This is an optimization exercise on Yosys and OpenROAD, whose aim is small area, not a production implementation.
Function was checked by simulation only, so behaviour that the tests miss may differ from the original.
Power and IR drop assume default switching activity.

File: flow/design.v
module pse_sine_rom (
    input  wire [7:0] addr,
    output wire [7:0] data
);
    wire [5:0] a = addr[5:0];
    wire [6:0] j = addr[6] ? (7'd64 - {1'b0, a}) : {1'b0, a};
    reg  [6:0] q;
    always @(*) begin
        case (j)
            7'd0: q = 7'd0;
            7'd1: q = 7'd3;
            7'd2: q = 7'd6;
            7'd3: q = 7'd9;
            7'd4: q = 7'd12;
            7'd5: q = 7'd16;
            7'd6: q = 7'd19;
            7'd7: q = 7'd22;
            7'd8: q = 7'd25;
            7'd9: q = 7'd28;
            7'd10: q = 7'd31;
            7'd11: q = 7'd34;
            7'd12: q = 7'd37;
            7'd13: q = 7'd40;
            7'd14: q = 7'd43;
            7'd15: q = 7'd46;
            7'd16: q = 7'd49;
            7'd17: q = 7'd51;
            7'd18: q = 7'd54;
            7'd19: q = 7'd57;
            7'd20: q = 7'd60;
            7'd21: q = 7'd63;
            7'd22: q = 7'd65;
            7'd23: q = 7'd68;
            7'd24: q = 7'd71;
            7'd25: q = 7'd73;
            7'd26: q = 7'd76;
            7'd27: q = 7'd78;
            7'd28: q = 7'd81;
            7'd29: q = 7'd83;
            7'd30: q = 7'd85;
            7'd31: q = 7'd88;
            7'd32: q = 7'd90;
            7'd33: q = 7'd92;
            7'd34: q = 7'd94;
            7'd35: q = 7'd96;
            7'd36: q = 7'd98;
            7'd37: q = 7'd100;
            7'd38: q = 7'd102;
            7'd39: q = 7'd104;
            7'd40: q = 7'd106;
            7'd41: q = 7'd107;
            7'd42: q = 7'd109;
            7'd43: q = 7'd111;
            7'd44: q = 7'd112;
            7'd45: q = 7'd113;
            7'd46: q = 7'd115;
            7'd47: q = 7'd116;
            7'd48: q = 7'd117;
            7'd49: q = 7'd118;
            7'd50: q = 7'd120;
            7'd51: q = 7'd121;
            7'd52: q = 7'd122;
            7'd53: q = 7'd122;
            7'd54: q = 7'd123;
            7'd55: q = 7'd124;
            7'd56: q = 7'd125;
            7'd57: q = 7'd125;
            7'd58: q = 7'd126;
            7'd59: q = 7'd126;
            7'd60: q = 7'd126;
            7'd61: q = 7'd127;
            7'd62: q = 7'd127;
            7'd63: q = 7'd127;
            7'd64: q = 7'd127;
            default: q = 7'd127;
        endcase
    end
    assign data = addr[7] ? (8'd0 - {1'b0, q}) : {1'b0, q};
endmodule
module pse_divider (
    input  wire [9:0] rem,
    input  wire       bit_in,
    output wire       q,
    output wire [9:0] rem_next
);
    wire [10:0] t    = {rem, bit_in};
    wire [11:0] diff = {1'b0, t} - 12'd750;
    assign q        = ~diff[11];
    assign rem_next = q ? diff[9:0] : t[9:0];
endmodule
module pse_mix (
    input  wire [7:0]  r,
    input  wire [15:0] L,
    output wire [7:0]  s
);
    wire n1 = r[0] & L[0];
    wire n2 = r[0] & L[1];
    wire n3 = r[0] & L[2];
    wire n4 = r[0] & L[3];
    wire n5 = r[0] & L[4];
    wire n6 = r[0] & L[5];
    wire n7 = r[0] & L[6];
    wire n8 = r[0] & L[7];
    wire n9 = r[0] & L[8];
    wire n10 = r[0] & L[9];
    wire n11 = r[0] & L[10];
    wire n12 = r[0] & L[11];
    wire n13 = r[0] & L[12];
    wire n14 = r[0] & L[13];
    wire n15 = r[0] & L[14];
    wire n16 = r[0] & L[15];
    wire n17 = r[1] & L[0];
    wire n18 = r[1] & L[1];
    wire n19 = r[1] & L[2];
    wire n20 = r[1] & L[3];
    wire n21 = r[1] & L[4];
    wire n22 = r[1] & L[5];
    wire n23 = r[1] & L[6];
    wire n24 = r[1] & L[7];
    wire n25 = r[1] & L[8];
    wire n26 = r[1] & L[9];
    wire n27 = r[1] & L[10];
    wire n28 = r[1] & L[11];
    wire n29 = r[1] & L[12];
    wire n30 = r[1] & L[13];
    wire n31 = r[1] & L[14];
    wire n32 = r[1] & L[15];
    wire n33 = r[2] & L[0];
    wire n34 = r[2] & L[1];
    wire n35 = r[2] & L[2];
    wire n36 = r[2] & L[3];
    wire n37 = r[2] & L[4];
    wire n38 = r[2] & L[5];
    wire n39 = r[2] & L[6];
    wire n40 = r[2] & L[7];
    wire n41 = r[2] & L[8];
    wire n42 = r[2] & L[9];
    wire n43 = r[2] & L[10];
    wire n44 = r[2] & L[11];
    wire n45 = r[2] & L[12];
    wire n46 = r[2] & L[13];
    wire n47 = r[2] & L[14];
    wire n48 = r[2] & L[15];
    wire n49 = r[3] & L[0];
    wire n50 = r[3] & L[1];
    wire n51 = r[3] & L[2];
    wire n52 = r[3] & L[3];
    wire n53 = r[3] & L[4];
    wire n54 = r[3] & L[5];
    wire n55 = r[3] & L[6];
    wire n56 = r[3] & L[7];
    wire n57 = r[3] & L[8];
    wire n58 = r[3] & L[9];
    wire n59 = r[3] & L[10];
    wire n60 = r[3] & L[11];
    wire n61 = r[3] & L[12];
    wire n62 = r[3] & L[13];
    wire n63 = r[3] & L[14];
    wire n64 = r[3] & L[15];
    wire n65 = r[4] & L[0];
    wire n66 = r[4] & L[1];
    wire n67 = r[4] & L[2];
    wire n68 = r[4] & L[3];
    wire n69 = r[4] & L[4];
    wire n70 = r[4] & L[5];
    wire n71 = r[4] & L[6];
    wire n72 = r[4] & L[7];
    wire n73 = r[4] & L[8];
    wire n74 = r[4] & L[9];
    wire n75 = r[4] & L[10];
    wire n76 = r[4] & L[11];
    wire n77 = r[4] & L[12];
    wire n78 = r[4] & L[13];
    wire n79 = r[4] & L[14];
    wire n80 = r[4] & L[15];
    wire n81 = r[5] & L[0];
    wire n82 = r[5] & L[1];
    wire n83 = r[5] & L[2];
    wire n84 = r[5] & L[3];
    wire n85 = r[5] & L[4];
    wire n86 = r[5] & L[5];
    wire n87 = r[5] & L[6];
    wire n88 = r[5] & L[7];
    wire n89 = r[5] & L[8];
    wire n90 = r[5] & L[9];
    wire n91 = r[5] & L[10];
    wire n92 = r[5] & L[11];
    wire n93 = r[5] & L[12];
    wire n94 = r[5] & L[13];
    wire n95 = r[5] & L[14];
    wire n96 = r[5] & L[15];
    wire n97 = r[6] & L[0];
    wire n98 = r[6] & L[1];
    wire n99 = r[6] & L[2];
    wire n100 = r[6] & L[3];
    wire n101 = r[6] & L[4];
    wire n102 = r[6] & L[5];
    wire n103 = r[6] & L[6];
    wire n104 = r[6] & L[7];
    wire n105 = r[6] & L[8];
    wire n106 = r[6] & L[9];
    wire n107 = r[6] & L[10];
    wire n108 = r[6] & L[11];
    wire n109 = r[6] & L[12];
    wire n110 = r[6] & L[13];
    wire n111 = r[6] & L[14];
    wire n112 = r[6] & L[15];
    wire n113 = ~(r[7] & L[0]);
    wire n114 = ~(r[7] & L[1]);
    wire n115 = ~(r[7] & L[2]);
    wire n116 = ~(r[7] & L[3]);
    wire n117 = ~(r[7] & L[4]);
    wire n118 = ~(r[7] & L[5]);
    wire n119 = ~(r[7] & L[6]);
    wire n120 = ~(r[7] & L[7]);
    wire n121 = ~(r[7] & L[8]);
    wire n122 = ~(r[7] & L[9]);
    wire n123 = ~(r[7] & L[10]);
    wire n124 = ~(r[7] & L[11]);
    wire n125 = ~(r[7] & L[12]);
    wire n126 = ~(r[7] & L[13]);
    wire n127 = ~(r[7] & L[14]);
    wire n128 = ~(r[7] & L[15]);
    wire n129 = n7 ^ n22;
    wire n130 = n7 & n22;
    wire n131 = n8 ^ n23;
    wire n132 = n131 ^ n38;
    wire n133 = (n8 & n23) | (n38 & n131);
    wire n134 = n53 ^ n68;
    wire n135 = n134 ^ n83;
    wire n136 = (n53 & n68) | (n83 & n134);
    wire n137 = n9 ^ n24;
    wire n138 = n137 ^ n39;
    wire n139 = (n9 & n24) | (n39 & n137);
    wire n140 = n54 ^ n69;
    wire n141 = n140 ^ n84;
    wire n142 = (n54 & n69) | (n84 & n140);
    wire n143 = n10 ^ n25;
    wire n144 = n143 ^ n40;
    wire n145 = (n10 & n25) | (n40 & n143);
    wire n146 = n55 ^ n70;
    wire n147 = n146 ^ n85;
    wire n148 = (n55 & n70) | (n85 & n146);
    wire n149 = n11 ^ n26;
    wire n150 = n149 ^ n41;
    wire n151 = (n11 & n26) | (n41 & n149);
    wire n152 = n56 ^ n71;
    wire n153 = n152 ^ n86;
    wire n154 = (n56 & n71) | (n86 & n152);
    wire n155 = n12 ^ n27;
    wire n156 = n155 ^ n42;
    wire n157 = (n12 & n27) | (n42 & n155);
    wire n158 = n57 ^ n72;
    wire n159 = n158 ^ n87;
    wire n160 = (n57 & n72) | (n87 & n158);
    wire n161 = n13 ^ n28;
    wire n162 = n161 ^ n43;
    wire n163 = (n13 & n28) | (n43 & n161);
    wire n164 = n58 ^ n73;
    wire n165 = n164 ^ n88;
    wire n166 = (n58 & n73) | (n88 & n164);
    wire n167 = n14 ^ n29;
    wire n168 = n167 ^ n44;
    wire n169 = (n14 & n29) | (n44 & n167);
    wire n170 = n59 ^ n74;
    wire n171 = n170 ^ n89;
    wire n172 = (n59 & n74) | (n89 & n170);
    wire n173 = n15 ^ n30;
    wire n174 = n173 ^ n45;
    wire n175 = (n15 & n30) | (n45 & n173);
    wire n176 = n60 ^ n75;
    wire n177 = n176 ^ n90;
    wire n178 = (n60 & n75) | (n90 & n176);
    wire n179 = n16 ^ n31;
    wire n180 = n179 ^ n46;
    wire n181 = (n16 & n31) | (n46 & n179);
    wire n182 = n61 ^ n76;
    wire n183 = n182 ^ n91;
    wire n184 = (n61 & n76) | (n91 & n182);
    wire n185 = n106 ^ n121;
    wire n186 = n106 & n121;
    wire n187 = n32 ^ n47;
    wire n188 = n187 ^ n62;
    wire n189 = (n32 & n47) | (n62 & n187);
    wire n190 = n77 ^ n92;
    wire n191 = n190 ^ n107;
    wire n192 = (n77 & n92) | (n107 & n190);
    wire n193 = n48 ^ n63;
    wire n194 = n193 ^ n78;
    wire n195 = (n48 & n63) | (n78 & n193);
    wire n196 = n5 ^ n20;
    wire n197 = n5 & n20;
    wire n198 = n6 ^ n21;
    wire n199 = n198 ^ n36;
    wire n200 = (n6 & n21) | (n36 & n198);
    wire n201 = n51 ^ n66;
    wire n202 = n51 & n66;
    wire n203 = n129 ^ n37;
    wire n204 = n203 ^ n52;
    wire n205 = (n129 & n37) | (n52 & n203);
    wire n206 = n67 ^ n82;
    wire n207 = n206 ^ n97;
    wire n208 = (n67 & n82) | (n97 & n206);
    wire n209 = n132 ^ n135;
    wire n210 = n209 ^ n98;
    wire n211 = (n132 & n135) | (n98 & n209);
    wire n212 = n113 ^ 1'b1;
    wire n213 = n212 ^ n130;
    wire n214 = (n113 & 1'b1) | (n130 & n212);
    wire n215 = n138 ^ n141;
    wire n216 = n215 ^ n99;
    wire n217 = (n138 & n141) | (n99 & n215);
    wire n218 = n114 ^ n133;
    wire n219 = n218 ^ n136;
    wire n220 = (n114 & n133) | (n136 & n218);
    wire n221 = n144 ^ n147;
    wire n222 = n221 ^ n100;
    wire n223 = (n144 & n147) | (n100 & n221);
    wire n224 = n115 ^ n139;
    wire n225 = n224 ^ n142;
    wire n226 = (n115 & n139) | (n142 & n224);
    wire n227 = n150 ^ n153;
    wire n228 = n227 ^ n101;
    wire n229 = (n150 & n153) | (n101 & n227);
    wire n230 = n116 ^ n145;
    wire n231 = n230 ^ n148;
    wire n232 = (n116 & n145) | (n148 & n230);
    wire n233 = n156 ^ n159;
    wire n234 = n233 ^ n102;
    wire n235 = (n156 & n159) | (n102 & n233);
    wire n236 = n117 ^ n151;
    wire n237 = n236 ^ n154;
    wire n238 = (n117 & n151) | (n154 & n236);
    wire n239 = n162 ^ n165;
    wire n240 = n239 ^ n103;
    wire n241 = (n162 & n165) | (n103 & n239);
    wire n242 = n118 ^ n157;
    wire n243 = n242 ^ n160;
    wire n244 = (n118 & n157) | (n160 & n242);
    wire n245 = n168 ^ n171;
    wire n246 = n245 ^ n104;
    wire n247 = (n168 & n171) | (n104 & n245);
    wire n248 = n119 ^ n163;
    wire n249 = n248 ^ n166;
    wire n250 = (n119 & n163) | (n166 & n248);
    wire n251 = n174 ^ n177;
    wire n252 = n251 ^ n105;
    wire n253 = (n174 & n177) | (n105 & n251);
    wire n254 = n120 ^ n169;
    wire n255 = n254 ^ n172;
    wire n256 = (n120 & n169) | (n172 & n254);
    wire n257 = n180 ^ n183;
    wire n258 = n257 ^ n185;
    wire n259 = (n180 & n183) | (n185 & n257);
    wire n260 = 1'b1 ^ n175;
    wire n261 = n260 ^ n178;
    wire n262 = (1'b1 & n175) | (n178 & n260);
    wire n263 = n188 ^ n191;
    wire n264 = n263 ^ n122;
    wire n265 = (n188 & n191) | (n122 & n263);
    wire n266 = n181 ^ n184;
    wire n267 = n266 ^ n186;
    wire n268 = (n181 & n184) | (n186 & n266);
    wire n269 = n194 ^ n93;
    wire n270 = n269 ^ n108;
    wire n271 = (n194 & n93) | (n108 & n269);
    wire n272 = n123 ^ n189;
    wire n273 = n272 ^ n192;
    wire n274 = (n123 & n189) | (n192 & n272);
    wire n275 = n64 ^ n79;
    wire n276 = n275 ^ n94;
    wire n277 = (n64 & n79) | (n94 & n275);
    wire n278 = n109 ^ n124;
    wire n279 = n278 ^ n195;
    wire n280 = (n109 & n124) | (n195 & n278);
    wire n281 = n80 ^ n95;
    wire n282 = n281 ^ n110;
    wire n283 = (n80 & n95) | (n110 & n281);
    wire n284 = n4 ^ n19;
    wire n285 = n4 & n19;
    wire n286 = n196 ^ n35;
    wire n287 = n286 ^ n50;
    wire n288 = (n196 & n35) | (n50 & n286);
    wire n289 = n199 ^ n201;
    wire n290 = n289 ^ n81;
    wire n291 = (n199 & n201) | (n81 & n289);
    wire n292 = n204 ^ n207;
    wire n293 = n292 ^ n200;
    wire n294 = (n204 & n207) | (n200 & n292);
    wire n295 = n210 ^ n213;
    wire n296 = n295 ^ n205;
    wire n297 = (n210 & n213) | (n205 & n295);
    wire n298 = n216 ^ n219;
    wire n299 = n298 ^ n211;
    wire n300 = (n216 & n219) | (n211 & n298);
    wire n301 = n222 ^ n225;
    wire n302 = n301 ^ n217;
    wire n303 = (n222 & n225) | (n217 & n301);
    wire n304 = n228 ^ n231;
    wire n305 = n304 ^ n223;
    wire n306 = (n228 & n231) | (n223 & n304);
    wire n307 = n234 ^ n237;
    wire n308 = n307 ^ n229;
    wire n309 = (n234 & n237) | (n229 & n307);
    wire n310 = n240 ^ n243;
    wire n311 = n310 ^ n235;
    wire n312 = (n240 & n243) | (n235 & n310);
    wire n313 = n246 ^ n249;
    wire n314 = n313 ^ n241;
    wire n315 = (n246 & n249) | (n241 & n313);
    wire n316 = n252 ^ n255;
    wire n317 = n316 ^ n247;
    wire n318 = (n252 & n255) | (n247 & n316);
    wire n319 = n258 ^ n261;
    wire n320 = n319 ^ n253;
    wire n321 = (n258 & n261) | (n253 & n319);
    wire n322 = n264 ^ n267;
    wire n323 = n322 ^ n259;
    wire n324 = (n264 & n267) | (n259 & n322);
    wire n325 = n270 ^ n273;
    wire n326 = n325 ^ n265;
    wire n327 = (n270 & n273) | (n265 & n325);
    wire n328 = n276 ^ n279;
    wire n329 = n328 ^ n271;
    wire n330 = (n276 & n279) | (n271 & n328);
    wire n331 = n282 ^ n125;
    wire n332 = n331 ^ n277;
    wire n333 = (n282 & n125) | (n277 & n331);
    wire n334 = n96 ^ n111;
    wire n335 = n334 ^ n126;
    wire n336 = (n96 & n111) | (n126 & n334);
    wire n337 = n3 ^ n18;
    wire n338 = n3 & n18;
    wire n339 = n284 ^ n34;
    wire n340 = n339 ^ n49;
    wire n341 = (n284 & n34) | (n49 & n339);
    wire n342 = n287 ^ n65;
    wire n343 = n342 ^ n285;
    wire n344 = (n287 & n65) | (n285 & n342);
    wire n345 = n290 ^ n197;
    wire n346 = n345 ^ n288;
    wire n347 = (n290 & n197) | (n288 & n345);
    wire n348 = n293 ^ n202;
    wire n349 = n348 ^ n291;
    wire n350 = (n293 & n202) | (n291 & n348);
    wire n351 = n296 ^ n208;
    wire n352 = n351 ^ n294;
    wire n353 = (n296 & n208) | (n294 & n351);
    wire n354 = n299 ^ n214;
    wire n355 = n354 ^ n297;
    wire n356 = (n299 & n214) | (n297 & n354);
    wire n357 = n302 ^ n220;
    wire n358 = n357 ^ n300;
    wire n359 = (n302 & n220) | (n300 & n357);
    wire n360 = n305 ^ n226;
    wire n361 = n360 ^ n303;
    wire n362 = (n305 & n226) | (n303 & n360);
    wire n363 = n308 ^ n232;
    wire n364 = n363 ^ n306;
    wire n365 = (n308 & n232) | (n306 & n363);
    wire n366 = n311 ^ n238;
    wire n367 = n366 ^ n309;
    wire n368 = (n311 & n238) | (n309 & n366);
    wire n369 = n314 ^ n244;
    wire n370 = n369 ^ n312;
    wire n371 = (n314 & n244) | (n312 & n369);
    wire n372 = n317 ^ n250;
    wire n373 = n372 ^ n315;
    wire n374 = (n317 & n250) | (n315 & n372);
    wire n375 = n320 ^ n256;
    wire n376 = n375 ^ n318;
    wire n377 = (n320 & n256) | (n318 & n375);
    wire n378 = n323 ^ n262;
    wire n379 = n378 ^ n321;
    wire n380 = (n323 & n262) | (n321 & n378);
    wire n381 = n326 ^ n268;
    wire n382 = n381 ^ n324;
    wire n383 = (n326 & n268) | (n324 & n381);
    wire n384 = n329 ^ n274;
    wire n385 = n384 ^ n327;
    wire n386 = (n329 & n274) | (n327 & n384);
    wire n387 = n332 ^ n280;
    wire n388 = n387 ^ n330;
    wire n389 = (n332 & n280) | (n330 & n387);
    wire n390 = n335 ^ n283;
    wire n391 = n390 ^ n333;
    wire n392 = (n335 & n283) | (n333 & n390);
    wire n393 = n112 ^ n127;
    wire n394 = n393 ^ n336;
    wire n395 = (n112 & n127) | (n336 & n393);
    wire n396 = n1 ^ 1'b0;
    wire n397 = (n1 & 1'b0) | (1'b0 & n396);
    wire n398 = n2 ^ n17;
    wire n399 = (n2 & n17) | (n397 & n398);
    wire n400 = n337 ^ n33;
    wire n401 = (n337 & n33) | (n399 & n400);
    wire n402 = n340 ^ n338;
    wire n403 = (n340 & n338) | (n401 & n402);
    wire n404 = n343 ^ n341;
    wire n405 = (n343 & n341) | (n403 & n404);
    wire n406 = n346 ^ n344;
    wire n407 = (n346 & n344) | (n405 & n406);
    wire n408 = n349 ^ n347;
    wire n409 = (n349 & n347) | (n407 & n408);
    wire n410 = n352 ^ n350;
    wire n411 = (n352 & n350) | (n409 & n410);
    wire n412 = n355 ^ n353;
    wire n413 = (n355 & n353) | (n411 & n412);
    wire n414 = n358 ^ n356;
    wire n415 = (n358 & n356) | (n413 & n414);
    wire n416 = n361 ^ n359;
    wire n417 = (n361 & n359) | (n415 & n416);
    wire n418 = n364 ^ n362;
    wire n419 = (n364 & n362) | (n417 & n418);
    wire n420 = n367 ^ n365;
    wire n421 = (n367 & n365) | (n419 & n420);
    wire n422 = n370 ^ n368;
    wire n423 = (n370 & n368) | (n421 & n422);
    wire n424 = n373 ^ n371;
    wire n425 = (n373 & n371) | (n423 & n424);
    wire n426 = n376 ^ n374;
    wire n427 = (n376 & n374) | (n425 & n426);
    wire n428 = n379 ^ n377;
    wire n429 = n428 ^ n427;
    wire n430 = (n379 & n377) | (n427 & n428);
    wire n431 = n382 ^ n380;
    wire n432 = n431 ^ n430;
    wire n433 = (n382 & n380) | (n430 & n431);
    wire n434 = n385 ^ n383;
    wire n435 = n434 ^ n433;
    wire n436 = (n385 & n383) | (n433 & n434);
    wire n437 = n388 ^ n386;
    wire n438 = n437 ^ n436;
    wire n439 = (n388 & n386) | (n436 & n437);
    wire n440 = n391 ^ n389;
    wire n441 = n440 ^ n439;
    wire n442 = (n391 & n389) | (n439 & n440);
    wire n443 = n394 ^ n392;
    wire n444 = n443 ^ n442;
    wire n445 = (n394 & n392) | (n442 & n443);
    wire n446 = n128 ^ n395;
    wire n447 = n446 ^ n445;
    wire n448 = (n128 & n395) | (n445 & n446);
    wire n449 = 1'b1 ^ 1'b0;
    wire n450 = n449 ^ n448;
    wire n451 = (1'b1 & 1'b0) | (n448 & n449);
    assign s = {n450, n447, n444, n441, n438, n435, n432, n429};
endmodule
module pse_sample_path (
    input  wire        clk,
    input  wire        rst,
    input  wire        strobe,
    input  wire        outen,
    input  wire [30:0] inc,
    input  wire [2:0]  kind,
    input  wire [16:0] duty,
    input  wire [16:0] level,
    output reg  [31:0] phase,
    output reg  [7:0]  last_sample
);
    wire [15:0] idx = phase[31:16];
    wire [7:0] sine_r;
    pse_sine_rom u_rom (.addr(idx[15:8]), .data(sine_r));
    reg [7:0] r;
    always @(*) begin
        case (kind)
            3'd0:    r = ({1'b0, idx} < duty) ? 8'h7f : 8'h80;
            3'd1:    r = {~(idx[14] ^ idx[15]), idx[13:7] ^ {7{idx[15]}}};
            3'd2:    r = {~idx[15], idx[14:8]};
            3'd3:    r = sine_r;
            default: r = 8'h00;
        endcase
    end
    wire [7:0] rnd;
    pse_mix u_mix (.r(r), .L(level[15:0]), .s(rnd));
    wire [7:0] s = (level[16] ? r : rnd) ^ 8'h80;
    wire [32:0] c;
    wire [31:0] sum;
    wire [31:0] b = {1'b0, inc};
    assign c[0] = 1'b0;
    genvar i;
    generate for (i = 0; i < 32; i = i + 1) begin : g_add
        assign sum[i]   = phase[i] ^ b[i] ^ c[i];
        assign c[i+1]   = (phase[i] & b[i]) | (c[i] & (phase[i] ^ b[i]));
    end endgenerate
    always @(posedge clk) begin
        if (rst) begin
            phase       <= 32'd0;
            last_sample <= 8'd128;
        end else if (strobe) begin
            if (outen) begin
                phase       <= sum;
                last_sample <= s;
            end else
                last_sample <= 8'd128;
        end
    end
endmodule
module pse_synth #(
    parameter integer SAMPLE_RATE_HZ = 48000,
    parameter integer GROUP_DEPTH    = 8
) (
    input  wire        clk,
    input  wire        rst,
    input  wire        cmd_valid,
    output wire        cmd_ready,
    input  wire [63:0] cmd_data,
    input  wire        strobe,
    output wire [7:0]  sample_out,
    output wire        rsp_valid,
    output wire [31:0] rsp_data
);
    localparam [3:0] OP_NOP        = 4'd0;
    localparam [3:0] OP_SET_FREQ   = 4'd1;
    localparam [3:0] OP_SET_DUTY   = 4'd2;
    localparam [3:0] OP_SET_KIND   = 4'd3;
    localparam [3:0] OP_SET_OUTEN  = 4'd4;
    localparam [3:0] OP_SET_ATTACK = 4'd5;
    localparam [3:0] OP_SET_DECAY  = 4'd6;
    localparam [3:0] OP_SET_SUST   = 4'd7;
    localparam [3:0] OP_SET_REL    = 4'd8;
    localparam [3:0] OP_NOTE_ON    = 4'd9;
    localparam [3:0] OP_NOTE_OFF   = 4'd10;
    localparam [3:0] OP_ENV_UPDATE = 4'd11;
    localparam [3:0] OP_READ       = 4'd12;
    localparam [3:0] OP_CLR_STATUS = 4'd13;
    localparam [3:0] OP_BAD        = 4'd14;
    localparam [2:0] ST_IDLE    = 3'd0;
    localparam [2:0] ST_ATTACK  = 3'd1;
    localparam [2:0] ST_DECAY   = 3'd2;
    localparam [2:0] ST_SUSTAIN = 3'd3;
    localparam [2:0] ST_RELEASE = 3'd4;
    localparam [2:0] S_CLR    = 3'd0;    
    localparam [2:0] S_IDLE   = 3'd1;    
    localparam [2:0] S_WAIT   = 3'd2;    
    localparam [2:0] S_RUN    = 3'd3;    
    localparam [2:0] S_DRAIN  = 3'd4;    
    localparam [2:0] S_COMMIT = 3'd5;    
    localparam [2:0] E_SUM  = 3'd0;      
    localparam [2:0] E_CMP  = 3'd1;      
    localparam [2:0] E_ZERO = 3'd2;      
    localparam [2:0] E_MUL  = 3'd3;      
    localparam [2:0] E_DIV  = 3'd4;      
    localparam [2:0] E_FIN  = 3'd5;      
    localparam [16:0] ONE = 17'd65536;
    reg  [5:0] bc;
    reg  [2:0] slot;
    wire       bc0  = (bc == 6'd0);
    wire       bc32 = (bc == 6'd32);
    always @(posedge clk) begin
        if (rst) begin
            bc   <= 6'd0;
            slot <= 3'd0;
        end else begin
            bc <= bc32 ? 6'd0 : bc + 6'd1;
            if (bc32)
                slot <= slot + 3'd1;
        end
    end
    reg  [2:0]  state;
    reg  [3:0]  opr;           
    reg  [3:0]  selr;          
    reg         f_lo, f_hi;    
    reg  [3:0]  pend_cnt;
    reg         closed;        
    reg         ovf_u;         
    reg         clr_seen;      
    reg  [16:0] level;
    reg  [2:0]  stage;
    reg  [2:0]  kind;
    reg         outen;
    reg  [16:0] duty;
    reg  [30:0] incw;
    reg  [16:0] sustain;
    reg  [1:0]  status;
    reg  [32:0] el_r, at_r, dc_r, rl_r;
    reg  [16:0] s_level;
    reg  [2:0]  s_kind;
    reg         s_outen;
    reg  [16:0] s_duty;
    reg  [30:0] s_inc;
    reg  [33:0] z;
    reg  [15:0] lo;
    reg  [2:0]  eph;
    reg  [3:0]  pcnt;
    reg         cy, bw, nz, tnz, enz, sat, m_r, dlt, first_div;
    reg  [263:0] rr;
    reg  [2:0]   hp, wp;
    reg  [3:0]   rc;
    reg          rd_act, dly;
    wire [31:0] phase;
    wire [7:0]  last_sample;
    assign cmd_ready  = (state == S_IDLE) && (bc32 || !zop);
    assign sample_out = last_sample;
    pse_sample_path u_sample (
        .clk         (clk),
        .rst         (rst),
        .strobe      (strobe),
        .outen       (s_outen),
        .inc         (s_inc),
        .kind        (s_kind),
        .duty        (s_duty),
        .level       (s_level),
        .phase       (phase),
        .last_sample (last_sample)
    );
    wire [7:0]  op8   = cmd_data[63:56];
    wire        g_bit = cmd_data[55];
    wire [7:0]  sel8  = cmd_data[39:32];
    wire [31:0] imm   = cmd_data[31:0];
    wire [3:0]  opc   = (op8 > 8'd13) ? OP_BAD : op8[3:0];
    wire [3:0]  sel4  = (sel8 > 8'd13) ? 4'd15 : sel8[3:0];
    wire        closing = !g_bit || pend_cnt[3];
    wire [16:0] imm_cl  = (imm > {15'd0, ONE}) ? ONE : imm[16:0];
    wire        zop = (opc == OP_SET_FREQ && imm != 32'd0) ||
                      opc == OP_SET_ATTACK || opc == OP_SET_DECAY ||
                      opc == OP_SET_REL || opc == OP_ENV_UPDATE;
    wire        need_wait = opc == OP_NOTE_ON ||
                            (opc == OP_NOTE_OFF && stage != ST_IDLE) ||
                            opc == OP_READ;
    wire        acc = (state == S_IDLE) && cmd_valid && (bc32 || !zop);
    wire run = (state == S_RUN);
    wire is_env  = (opr == OP_ENV_UPDATE);
    wire is_freq = (opr == OP_SET_FREQ);
    wire       ibit = z[0];
    wire st_a = (stage == ST_ATTACK);
    wire st_d = (stage == ST_DECAY);
    wire st_r = (stage == ST_RELEASE);
    wire el_t = el_r[0];
    wire t_t  = st_a ? at_r[0] : st_d ? dc_r[0] : rl_r[0];
    wire no_mul = st_a || (st_d && sustain == 17'd0) || (st_r && sustain[16]);
    wire cin_add = bc0 ? 1'b0 : cy;
    wire sum1    = el_t ^ ibit ^ cin_add;
    wire cy1     = (el_t & ibit) | (cin_add & (el_t ^ ibit));
    wire e_b   = (el_t | sat) & !bc32;
    wire bwin  = bc0 ? 1'b0 : bw;
    wire dbit  = t_t ^ e_b ^ bwin;
    wire bw2   = (~t_t & e_b) | (~(t_t ^ e_b) & bwin);
    wire ge    = bw | !nz;          
    wire xr    = t_t ^ el_t ^ bwin;                  
    wire bwx   = (~t_t & el_t) | (~(t_t ^ el_t) & bwin);
    wire xm    = (st_r ? xr : el_t) & !bc32;
    wire m_e   = bc0 ? lo[0] : m_r;
    wire a_mul = bc32 ? 1'b0 : z[2];
    wire pm    = m_e & xm;
    wire s_mul = a_mul ^ pm ^ cin_add;
    wire c_mul = (a_mul & pm) | (cin_add & (a_mul ^ pm));
    wire a_div = bc0 ? lo[15] : (first_div ? z[1] : z[0]);
    wire d_add = dlt ? t_t : ~t_t;
    wire cin_d = bc0 ? ~dlt : cy;
    wire r_div = a_div ^ d_add ^ cin_d;
    wire c_div = (a_div & d_add) | (cin_d & (a_div ^ d_add));
    wire [16:0] negv = {1'b0, ~lo} + 17'd1;          
    wire i_lo = (imm < 32'd1310720);
    wire i_hi = (imm > 32'd1310720000);
    wire f_c375 = (bc == 6'd22) || (bc == 6'd24) || (bc == 6'd25) || (bc == 6'd26) ||
                  (bc == 6'd28) || (bc == 6'd29) || (bc == 6'd30);
    wire f_fc   = f_lo ? (bc == 6'd0 || bc == 6'd2) : f_hi ? 1'b0 : incw[20];
    wire f_bit  = (bc > 6'd20) ? f_c375 : f_fc;
    wire [9:0] fr_init = i_lo ? 10'd0 : i_hi ? 10'd625 : imm[30:21];
    wire       f_q;
    wire [9:0] fr_next;
    pse_divider u_fdiv (.rem(lo[9:0]), .bit_in(f_bit), .q(f_q), .rem_next(fr_next));
    reg vbit;
    always @(*) begin
        case (selr)
            4'd0:  vbit = ({16'd0, level}   >> bc) & 1'b1;
            4'd1:  vbit = ({30'd0, stage}   >> bc) & 1'b1;
            4'd2:  vbit = ({30'd0, kind}    >> bc) & 1'b1;
            4'd3:  vbit = bc0 & outen;
            4'd4:  vbit = ({16'd0, duty}    >> bc) & 1'b1;
            4'd5:  vbit = incw[0] & (bc <= 6'd30);    
            4'd6:  vbit = (bc == 6'd2);
            4'd7:  vbit = el_r[0];
            4'd8:  vbit = at_r[0];
            4'd9:  vbit = dc_r[0];
            4'd10: vbit = ({16'd0, sustain} >> bc) & 1'b1;
            4'd11: vbit = rl_r[0];
            4'd12: vbit = (bc == 6'd3);
            4'd13: vbit = ({31'd0, status}  >> bc) & 1'b1;
            default: vbit = 1'b0;
        endcase
    end
    wire spbit = (selr == 4'd6) || (selr == 4'd12) ||
                 (selr == 4'd13 && !closed && !clr_seen);
    reg el_we, el_wd, at_we, dc_we, rl_we, rg_wd;
    reg z_in;
    always @(*) begin
        el_we = 1'b0; el_wd = 1'b0;
        at_we = 1'b0; dc_we = 1'b0; rl_we = 1'b0; rg_wd = 1'b0;
        z_in  = 1'b0;
        if (state == S_CLR) begin
            el_we = 1'b1; at_we = 1'b1; dc_we = 1'b1; rl_we = 1'b1;
        end else if (run) begin
            rg_wd = ibit;
            case (opr)
                OP_SET_ATTACK: at_we = 1'b1;
                OP_SET_DECAY:  dc_we = 1'b1;
                OP_SET_REL:    rl_we = 1'b1;
                OP_NOTE_ON, OP_NOTE_OFF: el_we = 1'b1;
                OP_ENV_UPDATE: begin
                    case (eph)
                        E_SUM: begin
                            el_we = 1'b1; el_wd = sum1 & !bc32;
                        end
                        E_CMP: begin
                            el_we = 1'b1; el_wd = e_b;
                            z_in  = no_mul & (st_r ? (dbit & !bc32) : e_b);
                        end
                        E_ZERO: el_we = 1'b1;
                        E_MUL:  z_in = s_mul;
                        E_DIV:  z_in = r_div;
                        default: ;
                    endcase
                end
                default: ;
            endcase
        end
    end
    always @(posedge clk) begin
        el_r <= {el_we ? el_wd : el_r[0], el_r[32:1]};
        at_r <= {at_we ? rg_wd : at_r[0], at_r[32:1]};
        dc_r <= {dc_we ? rg_wd : dc_r[0], dc_r[32:1]};
        rl_r <= {rl_we ? rg_wd : rl_r[0], rl_r[32:1]};
        z    <= (acc && zop) ? {2'b00, imm} : {z_in, z[33:1]};
        rr   <= {rd_act ? (bc0 ? spbit : dly) : rr[0], rr[263:1]};
        dly  <= vbit;
    end
    wire [32:0] win = rr[263:231];
    wire        w_sp = win[0];
    wire [31:0] w_pay = win[32:1];
    wire        emit = closed && (rc != 4'd0) && bc0 && (slot == hp + 3'd1);
    assign rsp_valid = emit;
    wire w_p = w_pay[2];
    wire w_l = w_pay[3];
    wire w_s = !w_p && !w_l;
    wire [31:0] sp_val = ({32{w_p}} & phase) |
                         ({32{w_l}} & {24'd0, last_sample}) |
                         ({32{w_s}} & {30'd0, w_pay[1] | ovf_u, w_pay[0]});
    assign rsp_data = w_sp ? sp_val : w_pay;
    always @(posedge clk) begin
        if (rst) begin
            state    <= S_CLR;
            opr      <= OP_NOP;
            pend_cnt <= 4'd0;
            closed   <= 1'b0;
            ovf_u    <= 1'b0;
            clr_seen <= 1'b0;
            hp       <= 3'd0;
            wp       <= 3'd0;
            rc       <= 4'd0;
            rd_act   <= 1'b0;
            level    <= 17'd0;
            stage    <= ST_IDLE;
            kind     <= 3'd0;
            outen    <= 1'b0;
            duty     <= 17'd32768;
            incw     <= 31'd0;
            sustain  <= ONE;
            status   <= 2'b00;
            s_outen  <= 1'b0;
        end else begin
            if (emit) begin
                hp <= hp + 3'd1;
                rc <= rc - 4'd1;
            end
            if (rd_act && bc32)
                rd_act <= 1'b0;
            case (state)
                S_CLR:
                    if (bc32) state <= S_IDLE;
                S_IDLE:
                    if (acc) begin
                        opr  <= opc;
                        selr <= sel4;
                        f_lo <= i_lo;
                        f_hi <= i_hi;
                        lo[9:0] <= fr_init;    
                        eph  <= E_SUM;
                        pcnt <= 4'd0;
                        if (closing) begin
                            pend_cnt <= 4'd0;
                            closed   <= 1'b1;
                        end else
                            pend_cnt <= pend_cnt + 4'd1;
                        if (closing && g_bit)
                            ovf_u <= 1'b1;
                        case (opc)
                            OP_CLR_STATUS: begin
                                status   <= 2'b00;
                                clr_seen <= 1'b1;
                            end
                            OP_BAD:
                                status <= {status[1] | (closing && g_bit && !clr_seen), 1'b1};
                            OP_READ:
                                status <= {status[1] | (closing && g_bit && !clr_seen),
                                           status[0] | (sel4 == 4'd15)};
                            default:
                                status <= {status[1] | (closing && g_bit && !clr_seen), status[0]};
                        endcase
                        case (opc)
                            OP_SET_FREQ:  if (imm == 32'd0) incw <= 31'd0;
                            OP_SET_DUTY:  duty    <= imm_cl;
                            OP_SET_KIND:  kind    <= imm[2:0];
                            OP_SET_OUTEN: outen   <= imm[0];
                            OP_SET_SUST:  sustain <= imm_cl;
                            OP_NOTE_ON:   stage   <= ST_ATTACK;
                            OP_NOTE_OFF:  if (stage != ST_IDLE) stage <= ST_RELEASE;
                            default: ;
                        endcase
                        if (zop)
                            state <= S_RUN;
                        else if (need_wait)
                            state <= S_WAIT;
                        else if (closing)
                            state <= S_DRAIN;
                    end
                S_WAIT:
                    if (bc32) begin
                        if (opr == OP_READ) begin
                            if (rc == 4'd0) begin
                                hp     <= slot + 3'd1;
                                wp     <= slot + 3'd2;
                                rc     <= 4'd1;
                                rd_act <= 1'b1;
                                state  <= S_RUN;
                            end else if (slot + 3'd1 == wp && !rc[3]) begin
                                wp     <= wp + 3'd1;
                                rc     <= rc + 4'd1;
                                rd_act <= 1'b1;
                                state  <= S_RUN;
                            end
                        end else
                            state <= S_RUN;
                    end
                S_RUN: begin
                    case (opr)
                        OP_READ: begin
                            if (selr == 4'd5 && bc <= 6'd30)
                                incw <= {incw[0], incw[30:1]};
                            if (!closed && bc == 6'd30)
                                state <= S_IDLE;
                            else if (bc32)
                                state <= closed ? S_DRAIN : S_IDLE;
                        end
                        OP_SET_FREQ: begin
                            if (pcnt[0] == 1'b0) begin
                                if (bc <= 6'd30)
                                    incw <= {z[0], incw[30:1]};
                                if (bc32)
                                    pcnt <= 4'd1;
                            end else begin
                                lo[9:0] <= fr_next;
                                incw <= {incw[29:0], f_q};
                                if (bc == 6'd30)
                                    state <= closed ? S_DRAIN : S_IDLE;
                            end
                        end
                        OP_ENV_UPDATE: begin
                            cy <= cin_add;
                            case (eph)
                                E_SUM: begin
                                    cy <= cy1;
                                    if (bc0)
                                        lo <= sustain[15:0];
                                    else if (bc == 6'd1 && st_d)
                                        lo <= negv[15:0];
                                    if (bc32) begin
                                        sat <= cy;
                                        eph <= E_CMP;
                                    end
                                end
                                E_CMP: begin
                                    bw  <= bw2;
                                    nz  <= (bc0 ? 1'b0 : nz) | (dbit & !bc32);
                                    tnz <= (bc0 ? 1'b0 : tnz) | t_t;
                                    enz <= (bc0 ? 1'b0 : enz) | e_b;
                                    if (bc == 6'd31 && !(st_a || st_d || st_r)) begin
                                        level <= (stage == ST_SUSTAIN) ? sustain : 17'd0;
                                        state <= closed ? S_DRAIN : S_IDLE;
                                    end
                                    if (bc32) begin
                                        if (!tnz || ge) begin
                                            level <= st_a ? ONE : st_d ? sustain : 17'd0;
                                            stage <= st_a ? ST_DECAY : st_d ? ST_SUSTAIN : ST_IDLE;
                                            eph   <= E_ZERO;
                                        end else if (st_r && !enz) begin
                                            level <= sustain;
                                            state <= closed ? S_DRAIN : S_IDLE;
                                        end else if (no_mul) begin
                                            lo        <= 16'd0;
                                            eph       <= E_DIV;
                                            dlt       <= 1'b0;
                                            first_div <= 1'b0;
                                        end else begin
                                            eph <= E_MUL;
                                        end
                                    end
                                end
                                E_ZERO:
                                    if (bc == 6'd31)
                                        state <= closed ? S_DRAIN : S_IDLE;
                                E_MUL: begin
                                    cy <= c_mul;
                                    bw <= bwx;
                                    if (bc0) begin
                                        lo  <= {s_mul, lo[15:1]};
                                        m_r <= lo[0];
                                    end
                                    if (bc32) begin
                                        pcnt <= pcnt + 4'd1;
                                        if (pcnt == 4'd15) begin
                                            eph       <= E_DIV;
                                            dlt       <= 1'b0;
                                            first_div <= 1'b1;
                                        end
                                    end
                                end
                                E_DIV: begin
                                    cy <= c_div;
                                    if (bc32) begin
                                        lo        <= {lo[14:0], ~r_div};
                                        dlt       <= r_div;
                                        first_div <= 1'b0;
                                        pcnt      <= pcnt + 4'd1;
                                        if (pcnt == 4'd15)
                                            eph <= E_FIN;
                                    end
                                end
                                default: begin   
                                    level <= st_d ? negv : {1'b0, lo};
                                    state <= closed ? S_DRAIN : S_IDLE;
                                end
                            endcase
                        end
                        default:   
                            if (bc == 6'd31)
                                state <= closed ? S_DRAIN : S_IDLE;
                    endcase
                end
                S_DRAIN:
                    if (rc == 4'd0 && !emit)
                        state <= S_COMMIT;
                default: if (bc == 6'd31) begin   
                    s_level  <= level;
                    s_kind   <= kind;
                    s_outen  <= outen;
                    s_duty   <= duty;
                    s_inc    <= incw;
                    closed   <= 1'b0;
                    ovf_u    <= 1'b0;
                    clr_seen <= 1'b0;
                    state    <= S_IDLE;
                end
            endcase
        end
    end
endmodule
File: flow/flow/run.sh
#!/bin/bash
set -euo pipefail
export BUFFER_PORTS_ARGS="-buffer_cell sky130_fd_sc_hd__buf_1"
export CTS_ARGS="-sink_clustering_enable -repair_clock_nets -sink_clustering_size 20 -sink_clustering_max_diameter 60 -buf_list sky130_fd_sc_hd__clkbuf_8 -dont_use_dummy_load"
bash standard.sh > standard.log 2>&1
File: flow/standard.sh
#!/bin/bash
# synth_recipe.tcl (not shown) runs the flow's synth.tcl, then flattens the netlist and writes it again
# the make line also repeats each setting of config.mk as NAME=value (left out here)
make -C /OpenROAD-flow-scripts/flow DESIGN_CONFIG=/design/flow/config.mk WORK_HOME=/design/flow/orfs CLKGATE_MAP_FILE= SYNTH_SCRIPT=/design/flow/synth_recipe.tcl "${@:-finish}"
File: flow/config.mk
export PLATFORM = sky130hd
export DESIGN_NAME = pse_synth
export DESIGN_NICKNAME = pse_synth
export VERILOG_FILES = /design/flow/design.v
export SDC_FILE = /design/flow/constraint.sdc
export NUM_CORES = 4
export LEC_CHECK = 0
export CAP_MARGIN = 0
export CORE_MARGIN = 2
export CORE_UTILIZATION = 50
export SLEW_MARGIN = 0
File: flow/constraint.sdc
create_clock -name core_clock -period 14.0 [get_ports {clk}]
set_input_delay 2.8000 -clock core_clock [delete_from_list [all_inputs] [get_ports {clk}]]
set_output_delay 2.8000 -clock core_clock [all_outputs]
set_load 0.01 [all_outputs]
==> results of run 1 <==
==> cell usage after synthesis, drive strengths merged, types with 39 or more instances <==
cell | n | share of area (%)
clkbuf | 149 | 1.9
a211oi | 39 | 1.0
fa | 125 | 8.5
dfxtp | 597 | 40
and2 | 63 | 1.3
nor2 | 191 | 2.5
nor2b | 39 | 0.83
edfxtp | 106 | 11
nand3 | 95 | 1.6
o31ai | 41 | 1.1
inv | 129 | 1.6
nand2 | 275 | 3.5
ha | 61 | 2.6
o21ai | 115 | 2.0
a221oi | 43 | 1.3
mux2 | 45 | 1.7
mux2i | 59 | 2.0
nor3 | 55 | 0.98
a21oi | 188 | 3.2
==> logic make-up (layout without fill, tap and decap cells) <==
logic type                 after synthesis  count (layout)  share of synthesized area (%)
buffers and inverters                  311             302                           4.16
AOI/OAI and AO/OA                      579             579                           12.6
xor gates and xnor gates                74              74                           2.19
DFF                                    703             703                           51.2
other                                    0               3                              0
and+or+nand+nor                        895             895                           14.9
muxes                                  106             106                           3.86
adders and majority gates              186             186                           11.0
==> worst register-to-register path, delay by kind of cell, from the launching register on <==
family                   cells  cell delay (ns)
XOR/XNOR                     1             0.16
adder cells (fa/ha/maj)     31            12.05
flip-flops                   1             0.37
AND/OR/NAND/NOR              2             0.13
==> state kept, by name (all words and copies together) (netlist names), 4 cells and up, named ones only <==
signal                count
rr                      264
z                        34
at_r                     33
dc_r                     33
el_r                     33
rl_r                     33
u_sample.phase           32
incw                     31
s_inc                    31
duty                     17
level                    17
s_duty                   17
s_level                  17
sustain                  17
lo                       16
u_sample.last_sample      8
bc                        6
opr                       4
pcnt                      4
pend_cnt                  4
rc                        4
selr                      4
==> path summary, 6_finish.rpt <==
kind,endpoint,depth (start not counted)
hold reg to reg,rr[182],0
setup / recovery,u_sample.phase[31],34
setup reg to reg,u_sample.phase[31],34
hold / removal,rr[182],0
==> metrics by stage <==
stage	hold WS, ns	power (uW)	setup WS [ns]	cells	area [um^2]
2_1_floorplan	0.310	2180	1.71	2854	29600
3_3_place_gp	0.311	2220	1.26	3570	30400
3_5_place_dp	0.312	2220	1.19	3570	30400
4_1_cts	0.284	3100	1.18	3618	31100
5_1_grt	0.290	3190	0.717	3619	31100
6_report	0.282	3070	1.18	3621	31100
==> routing by layer <==
layer  vias up  GRT usage [%]  routed length (um)
li1       9841              -                   -
met1     10054           32.0               31700
met2       598           36.6               32100
met3       146           2.82                3550
met4         0           9.64                2700
met5         -              0                   0
==> report_power, final <==
group / switching [uW] / internal [uW] / leakage [uW] / total [uW]
logic: 67.8 / 35.5 / 0.00551 / 103
registers: 12.4 / 2060 / 0.00580 / 2070
clock network: 586 / 308 / 0.000345 / 894
total: 666 / 2400 / 0.0117 / 3070
==> layout make-up <==
class / count / share of cell area, %
flip-flops and latches: 703 / 48.7
multi-input cells: 1840 / 42.6
clock buffers: 48 / 2.12
well taps: 773 / 3.11
repair buffers: 125 / 1.90
diodes: 3 / 0.0241
inverters: 129 / 1.56
==> impl_metrics.tcl, run 1 <==
set metrics [dict create \
    final_common_cell "dfxtp_1" \
    period_minus_slack_ns 12.82 \
    ys_ff_latch 703 \
    r2r_setup_slack_ns 1.18 \
    drc_errors 0 \
    post_cts_resize_count 0 \
    power_density_mw_per_mm2 98.6 \
    cts-hold-fix-buffers 0 \
    grt_pass1_wl_um 111000 \
    required_ns 14.48 \
    drtIter0Drc 1755 \
    critical_path.startpoint "s_inc[0]" \
    vias 20639 \
    finClkSkew_ns 0.0801 \
    antenna_found_initial 2 \
    synthArstFlopShare_pct 0 \
    fill_cells 5166 \
    wl_per_cell_um 19.4 \
    drt-pass1-iter-count 17 \
    layout.nets 3101 \
    yosys_warnings 3 \
    cts_tree "built" \
    cp_data_arrival_time_ns 13.30 \
    start_util_pct 50.4 \
    critPathLaunchType "flip-flop" \
    place_hpwl_um 50000 \
    syn_inst 2854 \
    htreeDepth 2 \
    cts_buffer_depth 3 \
    synthFlopType "dfxtp_1" \
    die_x_um 247 \
    setup_viol 0 \
    grt_overflow 0 \
    fin_crit_sh_pct 91.6 \
    core_area_mm2 0.0587 \
    grt_pass1_vias 19851 \
    tightest_slew_ns 1.26 \
    leakagePower_uw 0.0117 \
    num_io_pins 110 \
    gp_congestion 0.892 \
    max_freq_mhz 78.0 \
    syn_area_per_cell_um2 10.4 \
    vdd_drop_max_mv 0.104 \
    routed_wirelength_um 70100 \
    finalHoldViolations 0 \
    synth_edf_count 106 \
    fin_util_pct 53.0 \
    drive_above_1_share_pct 5.52 \
    worstSkewPairLatency_ns 0.68 \
    rsz0062_at_grt "false" \
    dieArea_mm2 0.0611 \
    rows 89 \
    status "no timing/DRC/antenna violations" \
    syn_nets 3108 \
    cts_root_buffer "clkbuf_8" \
    crit_path_frequent_cell "fa_1" \
    routed_via_density 5.70 \
    cp-end-kind "flip-flop" \
    groute.usage.overall_pct 23.1 \
    cts.clk_slew.worst_paths_ns 0.10 \
    multi_input_area_mm2 0.0132 \
    synth_cell_types 86 \
    critPathMaxStageDelay_ns 0.40 \
    die_y_um 247 \
    max_cap_violations 0 \
    cp_slowest_cell "fa_1" \
    cts_setup_buffers 0 \
    fin_tns_setup_ns 0 \
    netlist_area_mm2 0.0296 \
    grt_max_degree 82 \
    min_from "rr[183]" \
    cts_sinks 703 \
    cts_buffers 48 \
    io_buffer_count 94 \
    final_cell_mix "dfxtp_1, nand2_1, nor2_1" \
    timing.rr.start "s_inc[0]" \
    path_max_fanout 1 \
    syn2layout_area_growth_pct 5.17 \
    antenna_left 0 \
    holdCritPathClass "reg2reg" \
    relSlewSlack_pct 15.8 \
    regArea_mm2 0.0151 \
    drv_slew 0 \
    cp.buffers_inverters 0 \
    crit_type "reg2reg" \
    critPathTopFamily "adder cells" \
    yosysSeqAreaShare_pct 51.2 \
]
==> inputs of run 2 (changes only) <==
--- a/flow/design.v
+++ b/flow/design.v
@@ -83,9 +83,17 @@
     output wire       q,
     output wire [9:0] rem_next
 );
-    wire [10:0] t    = {rem, bit_in};
-    wire [11:0] diff = {1'b0, t} - 12'd750;
-    assign q        = ~diff[11];
+    localparam [10:0] NEG750 = 11'h512;     
+    wire [10:0] t = {rem, bit_in};
+    wire [11:0] c;
+    wire [10:0] diff;
+    assign c[0] = 1'b0;
+    genvar i;
+    generate for (i = 0; i < 11; i = i + 1) begin : g_sub
+        assign diff[i] = t[i] ^ NEG750[i] ^ c[i];
+        assign c[i+1]  = (t[i] & NEG750[i]) | (c[i] & (t[i] ^ NEG750[i]));
+    end endgenerate
+    assign q        = c[11];                
     assign rem_next = q ? diff[9:0] : t[9:0];
 endmodule
 module pse_mix (
@@ -561,10 +569,18 @@
     wire [15:0] idx = phase[31:16];
     wire [7:0] sine_r;
     pse_sine_rom u_rom (.addr(idx[15:8]), .data(sine_r));
+    wire [17:0] lt;
+    wire [16:0] ia = {1'b0, idx};
+    assign lt[0] = 1'b0;
+    genvar k;
+    generate for (k = 0; k < 17; k = k + 1) begin : g_cmp
+        assign lt[k+1] = (~ia[k] & duty[k]) | (~(ia[k] ^ duty[k]) & lt[k]);
+    end endgenerate
+    wire sq_lt = lt[17];
     reg [7:0] r;
     always @(*) begin
         case (kind)
-            3'd0:    r = ({1'b0, idx} < duty) ? 8'h7f : 8'h80;
+            3'd0:    r = sq_lt ? 8'h7f : 8'h80;
             3'd1:    r = {~(idx[14] ^ idx[15]), idx[13:7] ^ {7{idx[15]}}};
             3'd2:    r = {~idx[15], idx[14:8]};
             3'd3:    r = sine_r;
@@ -574,9 +590,10 @@
     wire [7:0] rnd;
     pse_mix u_mix (.r(r), .L(level[15:0]), .s(rnd));
     wire [7:0] s = (level[16] ? r : rnd) ^ 8'h80;
+    wire        step = strobe & outen;
     wire [32:0] c;
     wire [31:0] sum;
-    wire [31:0] b = {1'b0, inc};
+    wire [31:0] b = {1'b0, inc & {31{step}}};
     assign c[0] = 1'b0;
     genvar i;
     generate for (i = 0; i < 32; i = i + 1) begin : g_add
@@ -584,16 +601,16 @@
         assign c[i+1]   = (phase[i] & b[i]) | (c[i] & (phase[i] ^ b[i]));
     end endgenerate
     always @(posedge clk) begin
-        if (rst) begin
-            phase       <= 32'd0;
+        if (rst)
+            phase <= 32'd0;
+        else
+            phase <= sum;
+    end
+    always @(posedge clk) begin
+        if (rst)
             last_sample <= 8'd128;
-        end else if (strobe) begin
-            if (outen) begin
-                phase       <= sum;
-                last_sample <= s;
-            end else
-                last_sample <= 8'd128;
-        end
+        else if (strobe)
+            last_sample <= outen ? s : 8'd128;
     end
 endmodule
 module pse_synth #(
@@ -643,6 +660,7 @@
     localparam [2:0] E_DIV  = 3'd4;      
     localparam [2:0] E_FIN  = 3'd5;      
     localparam [16:0] ONE = 17'd65536;
+    localparam [31:0] F_MAX = 32'd1310720000;
     reg  [5:0] bc;
     reg  [2:0] slot;
     wire       bc0  = (bc == 6'd0);
@@ -708,10 +726,13 @@
     wire        g_bit = cmd_data[55];
     wire [7:0]  sel8  = cmd_data[39:32];
     wire [31:0] imm   = cmd_data[31:0];
-    wire [3:0]  opc   = (op8 > 8'd13) ? OP_BAD : op8[3:0];
-    wire [3:0]  sel4  = (sel8 > 8'd13) ? 4'd15 : sel8[3:0];
+    wire        op_bad  = (|op8[7:4]) | (op8[3] & op8[2] & op8[1]);      
+    wire        sel_bad = (|sel8[7:4]) | (sel8[3] & sel8[2] & sel8[1]);  
+    wire [3:0]  opc   = op_bad ? OP_BAD : op8[3:0];
+    wire [3:0]  sel4  = sel_bad ? 4'd15 : sel8[3:0];
     wire        closing = !g_bit || pend_cnt[3];
-    wire [16:0] imm_cl  = (imm > {15'd0, ONE}) ? ONE : imm[16:0];
+    wire        imm_big = (|imm[31:17]) | (imm[16] & (|imm[15:0]));     
+    wire [16:0] imm_cl  = {imm[16] | imm_big, imm[15:0] & {16{~imm_big}}};
     wire        zop = (opc == OP_SET_FREQ && imm != 32'd0) ||
                       opc == OP_SET_ATTACK || opc == OP_SET_DECAY ||
                       opc == OP_SET_REL || opc == OP_ENV_UPDATE;
@@ -750,9 +771,26 @@
     wire cin_d = bc0 ? ~dlt : cy;
     wire r_div = a_div ^ d_add ^ cin_d;
     wire c_div = (a_div & d_add) | (cin_d & (a_div ^ d_add));
-    wire [16:0] negv = {1'b0, ~lo} + 17'd1;          
-    wire i_lo = (imm < 32'd1310720);
-    wire i_hi = (imm > 32'd1310720000);
+    wire [16:0] negc;
+    wire [16:0] negv;
+    assign negc[0] = 1'b1;
+    genvar gi;
+    generate for (gi = 0; gi < 16; gi = gi + 1) begin : g_neg
+        assign negv[gi]   = ~lo[gi] ^ negc[gi];
+        assign negc[gi+1] = ~lo[gi] & negc[gi];
+    end endgenerate
+    assign negv[16] = negc[16];
+    wire i_lo = ~(|imm[31:21]) & ~(imm[20] & (imm[19] | imm[18]));
+    reg  i_hi, i_eq;
+    integer ci;
+    always @(*) begin
+        i_hi = 1'b0;
+        i_eq = 1'b1;
+        for (ci = 31; ci >= 0; ci = ci - 1) begin
+            i_hi = i_hi | (i_eq & imm[ci] & ~F_MAX[ci]);
+            i_eq = i_eq & ~(imm[ci] ^ F_MAX[ci]);
+        end
+    end
     wire f_c375 = (bc == 6'd22) || (bc == 6'd24) || (bc == 6'd25) || (bc == 6'd26) ||
                   (bc == 6'd28) || (bc == 6'd29) || (bc == 6'd30);
     wire f_fc   = f_lo ? (bc == 6'd0 || bc == 6'd2) : f_hi ? 1'b0 : incw[20];
--- a/flow/config.mk
+++ b/flow/config.mk
@@ -7,5 +7,5 @@
 export LEC_CHECK = 0
 export CAP_MARGIN = 0
 export CORE_MARGIN = 2
-export CORE_UTILIZATION = 50
+export CORE_UTILIZATION = 65
 export SLEW_MARGIN = 0
==> impl_metrics.tcl, run 2 <==
set metrics [dict create \
    cts-hold-fix-buffers 0 \
    synthTopCellsByArea "dfxtp_1, edfxtp_1, fa_1" \
    drc_errors 0 \
    r2r_setup_slack_ns 2.20 \
    fin_util_pct 69.3 \
    drive_above_1_share_pct 6.17 \
    grt_pass1_vias 20129 \
    worstSkewPairLatency_ns 0.70 \
    gp_congestion 0.942 \
    netlist_area_mm2 0.0293 \
    routed_wirelength_um 67600 \
    place_hpwl_um 47900 \
    final_common_cell "dfxtp_1" \
    max_cap_violations 0 \
    syn2layout_area_growth_pct 5.00 \
    min_from "rr[258]" \
    groute.usage.overall_pct 29.1 \
    period_minus_slack_ns 13.59 \
    grt_max_degree 90 \
    tightest_slew_ns 1.31 \
    synth_top_area_cell "dfxtp_1" \
    finalHoldViolations 0 \
    synthArstFlopShare_pct 0 \
    cts.clk_slew.worst_paths_ns 0.11 \
    max_freq_mhz 73.6 \
    routed_via_density 6.01 \
    finClkSkew_ns 0.0906 \
    syn_nets 3092 \
    syn_inst 2819 \
    top_regs "rr: 264 flops, z: 34 flops" \
    drv_slew 0 \
    synth_edf_count 106 \
    crit_type "in2reg" \
    io_buffer_count 94 \
    die_y_um 216 \
    cp.buffers_inverters 3 \
    yosysSeqAreaShare_pct 51.6 \
    status "no timing/DRC/antenna violations" \
    critPathTopFamily "adder cells" \
    htreeDepth 2 \
    core_area_mm2 0.0444 \
    cts_tree "built" \
    fin_ws_ns 0.412 \
    final_cell_mix "dfxtp_1, nand2_1, nor2_1" \
    relSlewSlack_pct 12.9 \
    vias 20613 \
    fin_crit_sh_pct 97.1 \
    cts_root_buffer "clkbuf_8" \
    critPathLaunchType "input pin" \
    antenna_left 0 \
    largest_reg_flops 264 \
    setup_viol 0 \
    cts_sinks 703 \
    num_io_pins 110 \
    timing.rr.start "s_inc[0]" \
    rows 77 \
    cp-end-kind "flip-flop" \
    p_total_uw 3050 \
    yosys.area.top_type_share_pct 40.7 \
    drt-pass1-iter-count 6 \
    synth_common_cells "dfxtp_1, nand2_1, nor2_1" \
    yosys_warnings 3 \
    cp_slowest_cell "fa_1" \
    dp_cells 3380 \
    drtIter0Drc 2163 \
    grt_pass1_wl_um 109000 \
    cts_buffers 49 \
    path_max_fanout 2 \
    layout.nets 3112 \
    cts_buffer_depth 3 \
    hold-path-endpoint "rr[257]" \
    synth_most_common_cell "dfxtp_1" \
    power_density_mw_per_mm2 99.2 \
    pre_cts_slack_ns -0.249 \
    ys_ff_latch 703 \
    die_x_um 216 \
    synthFlopType "dfxtp_1" \
    critPathMaxStageDelay_ns 0.41 \
    syn_area_per_cell_um2 10.4 \
    holdWs_ns 0.255 \
    vdd_drop_max_mv 0.143 \
    wl_per_cell_um 19.7 \
    dieArea_mm2 0.0468 \
    required_ns 14.53 \
    cts_setup_buffers 0 \
    rsz0062_at_grt "false" \
    antenna_found_initial 2 \
    hold_depth 0 \
    start_util_pct 66.0 \
    instances_no_fill 3430 \
    post_cts_resize_count 0 \
    cp_data_arrival_time_ns 14.11 \
    r2r_end "u_sample.phase[31]" \
    synth_cell_types 85 \
    regMostFlops "rr" \
    grt_overflow 0 \
    holdCritPathClass "reg2reg" \
    leakagePower_uw 0.0120 \
    fill_cells 3347 \
    ff2ff_path_depth 36 \
    crit_path_frequent_cell "fa_2" \
]
## run 2: changes by cell type after synthesis, sizes merged, moves of 20 or more
| cell | change |
|---|---|
| nand2 | -40 |
| o21ai | +37 |
| and3 | +32 |
| nand3b | -32 |
| o31ai | -32 |
| a221oi | -30 |
| nand3 | -23 |
| nor3 | +22 |
| mux2i | +20 |
## run 2: worst reg2reg max path: cells and delay by family (launching register included)
family / cells / cell delay, ns
XOR/XNOR: 1 / 0.16
adder cells (fa/ha/maj): 31 / 10.77
AND/OR/NAND/NOR: 2 / 0.24
buffers and inverters: 2 / 0.11
flip-flops: 1 / 0.37
## run 2: worst max path at each step
stage	startpoint	end	slack, ns	cells past startpoint
5_1_grt	strobe	u_sample.phase[31]	0.08	37
4_1_cts	strobe	u_sample.phase[31]	0.45	37
3_5_place_dp	strobe	u_sample.phase[31]	-0.25	37
6_report	strobe	u_sample.phase[31]	0.41	37
3_3_place_gp	strobe	u_sample.phase[31]	-0.19	37
2_1_floorplan	strobe	u_sample.phase[31]	0.03	37
## run 2: stage by stage
step / area [um^2] / TNS, ns
floorplan: 29400 / 0
global placement: 30100 / -0.321
detailed placement: 30100 / -0.450
CTS: 30800 / 0
global route: 30800 / 0
finish: 30800 / 0
## run 2: metal layers
layer  track usage (%)  up-vias  wire, um
met1              40.1     9891     29000
met2              47.0      840     31700
met5                 0        -        13
met4              11.1        2      2230
li1                  -     9736         -
met3              3.90      144      4740
## run 2: cells by family after synthesis
| group | synth area share (%) |
|---|---|
| AOI/OAI and AO/OA | 12.1 |
| xor gates and xnor gates | 1.25 |
| adders and majority gates | 12.0 |
| buffers and inverters | 4.03 |
| DFF | 51.6 |
| muxes | 4.35 |
| and+or+nand+nor | 14.7 |
## run 2: final cells by class
class / count / area (um^2) / area share (%)
tap: 592 / 741 / 2.41
antenna: 1 / 2.50 / 0.00813
inverter: 144 / 541 / 1.76
multi-input combinational: 1811 / 13100 / 42.5
sequential: 703 / 15100 / 49.1
timing repair buffer: 130 / 627 / 2.04
clock buffer: 49 / 674 / 2.19
## run 2: where the power goes
group,switching [uW],total (uW),internal (uW)
combinational,60.9,92.6,31.7
clock,584,897,313
sequential,9.95,2070,2060
==> inputs of run 3 (changes only) <==
--- a/flow/config.mk
+++ b/flow/config.mk
@@ -7,5 +7,5 @@
 export LEC_CHECK = 0
 export CAP_MARGIN = 0
 export CORE_MARGIN = 2
-export CORE_UTILIZATION = 65
+export CORE_UTILIZATION = 50
 export SLEW_MARGIN = 0
==> impl_metrics.tcl, run 3 <==
set metrics [dict create \
    tightest_slew_ns 1.21 \
    instances_no_fill 3605 \
    status "no timing/DRC/antenna violations" \
    wl_per_cell_um 19.3 \
    cp_data_arrival_time_ns 14.14 \
    syn2layout_area_growth_pct 5.77 \
    groute.usage.overall_pct 23.4 \
    finalHoldViolations 0 \
    routed_via_density 5.66 \
    cts_setup_buffers 0 \
    crit_type "in2reg" \
    synth_cell_types 85 \
    largest_reg_flops 264 \
    grt_pass1_wl_um 113000 \
    rsz0062_at_grt "false" \
    hold_depth 0 \
    grt_overflow 0 \
    cp-end-kind "flip-flop" \
    cts_buffer_depth 3 \
    synthArstFlopShare_pct 0 \
    r2r_setup_slack_ns 2.22 \
    cp.depth 37 \
    p_total_uw 3050 \
    cts_sinks 703 \
    relSlewSlack_pct 19.2 \
    setup_viol 0 \
    final_common_cell "dfxtp_1" \
    drv_slew 0 \
    required_ns 14.48 \
    grt_max_degree 80 \
    fin_ws_ns 0.346 \
    drive_above_1_share_pct 6.27 \
    netlist_area_mm2 0.0293 \
    ys_ff_latch 703 \
    worstSkewPairLatency_ns 0.66 \
    hold-path-endpoint "rr[4]" \
    timing.rr.start "s_inc[0]" \
    core_area_mm2 0.0578 \
    yosys.area.top_type_share_pct 40.7 \
    max_freq_mhz 73.2 \
    place_hpwl_um 49700 \
    rows 88 \
    critPathMaxStageDelay_ns 0.40 \
    io_buffer_count 94 \
    vdd_drop_max_mv 0.0966 \
    holdWs_ns 0.309 \
    critPathLaunchType "input pin" \
    drc_errors 0 \
    routed_wirelength_um 69600 \
    syn_inst 2819 \
    antenna_left 0 \
    holdCritPathClass "reg2reg" \
    fin_crit_sh_pct 97.5 \
    htreeDepth 2 \
    dp_cells 3554 \
    syn_area_per_cell_um2 10.4 \
    final_cell_mix "dfxtp_1, nand2_1, nor2_1" \
    critPathTopFamily "adder cells" \
    die_x_um 246 \
    ff2ff_path_depth 36 \
    yosys_warnings 3 \
    syn_nets 3092 \
    layout.nets 3112 \
    pre_cts_slack_ns -0.291 \
    r2r_end "u_sample.phase[31]" \
    max_cap_violations 0 \
    cp_slowest_cell "fa_1" \
    top_regs "rr: 264 flops, z: 34 flops" \
    regMostFlops "rr" \
    cp.buffers_inverters 3 \
    min_from "rr[5]" \
    cts_root_buffer "clkbuf_8" \
    cts.clk_slew.worst_paths_ns 0.12 \
    power_density_mw_per_mm2 98.2 \
    die_y_um 246 \
    synthFlopType "dfxtp_1" \
    grt_pass1_vias 20137 \
    dieArea_mm2 0.0606 \
    synthTopCellsByArea "dfxtp_1, edfxtp_1, fa_1" \
    cts-hold-fix-buffers 0 \
    vias 20416 \
    antenna_found_initial 3 \
    synth_most_common_cell "dfxtp_1" \
    drtIter0Drc 1462 \
    leakagePower_uw 0.0120 \
    synth_edf_count 106 \
    finClkSkew_ns 0.0672 \
    post_cts_resize_count 0 \
    synth_top_area_cell "dfxtp_1" \
    period_minus_slack_ns 13.65 \
    cts_tree "built" \
    yosysSeqAreaShare_pct 51.6 \
    path_max_fanout 2 \
    gp_congestion 0.887 \
    synth_common_cells "dfxtp_1, nand2_1, nor2_1" \
    start_util_pct 50.7 \
    drt-pass1-iter-count 5 \
    crit_path_frequent_cell "fa_2" \
    cts_buffers 48 \
    num_io_pins 110 \
]
-- run 3: cell families (layout without fill, tap and decap cells) --
| kind of cell | after synthesis | in the layout | synth area share, % |
|---|---|---|---|
| buf+inv | 305 | 323 | 4.03 |
| simple gates | 876 | 876 | 14.7 |
| xor+xnor | 42 | 42 | 1.25 |
| mux | 121 | 121 | 4.35 |
| flops | 703 | 703 | 51.6 |
| compound gates | 566 | 566 | 12.1 |
| fa+ha+maj | 206 | 206 | 12.0 |
| other cells | 0 | 3 | 0 |
-- run 3: how the worst max path moves through the flow --
stage,from,endpoint,slack [ns]
2_1_floorplan,strobe,u_sample.phase[31],0.03
3_3_place_gp,strobe,u_sample.phase[31],-0.23
3_5_place_dp,strobe,u_sample.phase[31],-0.29
4_1_cts,strobe,u_sample.phase[31],0.39
5_1_grt,strobe,u_sample.phase[31],0.08
6_report,strobe,u_sample.phase[31],0.35
-- run 3: report_power, final --
part	leakage, uW	total [uW]	switching [uW]	internal (uW)
Sequential	0.00578	2070	11.5	2060
Clock	0.000345	886	579	308
Combinational	0.00584	92.1	60.8	31.3
-- run 3: per-layer routing --
layer	GRT usage [%]	up-vias	routed length, um
met3	3.15	106	3870
met1	33.6	9956	32500
met4	7.04	0	1850
met5	0	-	0
li1	-	9747	-
met2	36.9	607	31400
-- run 3: final cells by class --
class	count	area, um^2
fillers	5036	26800
flip-flops and latches	703	15100
multi-input cells	1811	13100
well taps	765	957
clock buffers	48	661
repair buffers	131	634
inverters	144	541
diodes	3	7.51
-- run 3: metrics by stage --
step	instance area, um^2	TNS (ns)	util (%)
3_3_place_gp	30400	-0.382	52.5
2_1_floorplan	29400	0	-
5_1_grt	31000	0	53.7
4_1_cts	31000	0	53.7
6_report	31000	0	53.7
3_5_place_dp	30400	-0.534	52.5
-- run 3: worst register-to-register path, delay by kind of cell, from the launching register on --
kind / cells / cell delay [ns]
AND/OR/NAND/NOR: 2 / 0.24
flip-flops: 1 / 0.36
XOR/XNOR: 1 / 0.16
adder cells (fa/ha/maj): 31 / 10.79
buffers and inverters: 2 / 0.11

separate check: timing with driven ports:
How much do the figures lean on ideal ports? The routed layouts below were timed once more, with nothing changed but the port constraints. Step 1 (the two cells are an assumption about what drives the block):
set clk [get_ports {clk}]
set_driving_cell -lib_cell sky130_fd_sc_hd__clkbuf_16 $clk
set_driving_cell -lib_cell sky130_fd_sc_hd__buf_2 [delete_from_list [all_inputs] $clk]
Step 2 adds t to the input delays and takes it off the output delays; t is the mean of the earliest and latest rising clock arrival at the registers after step 1. Input paths then give back, and output paths get back, about the clock's delay inside the block. a / b / c = ideal / step 1 / step 2; a / b = the first two.
run	shift t [ns]	setup slack, ns	cell pins on the clock port's net
run 1	0.697	1.176 / 1.176 / 1.176	1
run 2	0.697	0.412 / 0.429 / -0.268	1
run 3	0.689	0.346 / 0.334 / -0.355	1
Met with ideal ports but missed after step 2: setup timing in run 2 and run 3. The setup slack of run 3, which loses most, moves by -0.012 ns with the drivers and by -0.701 ns with both steps.
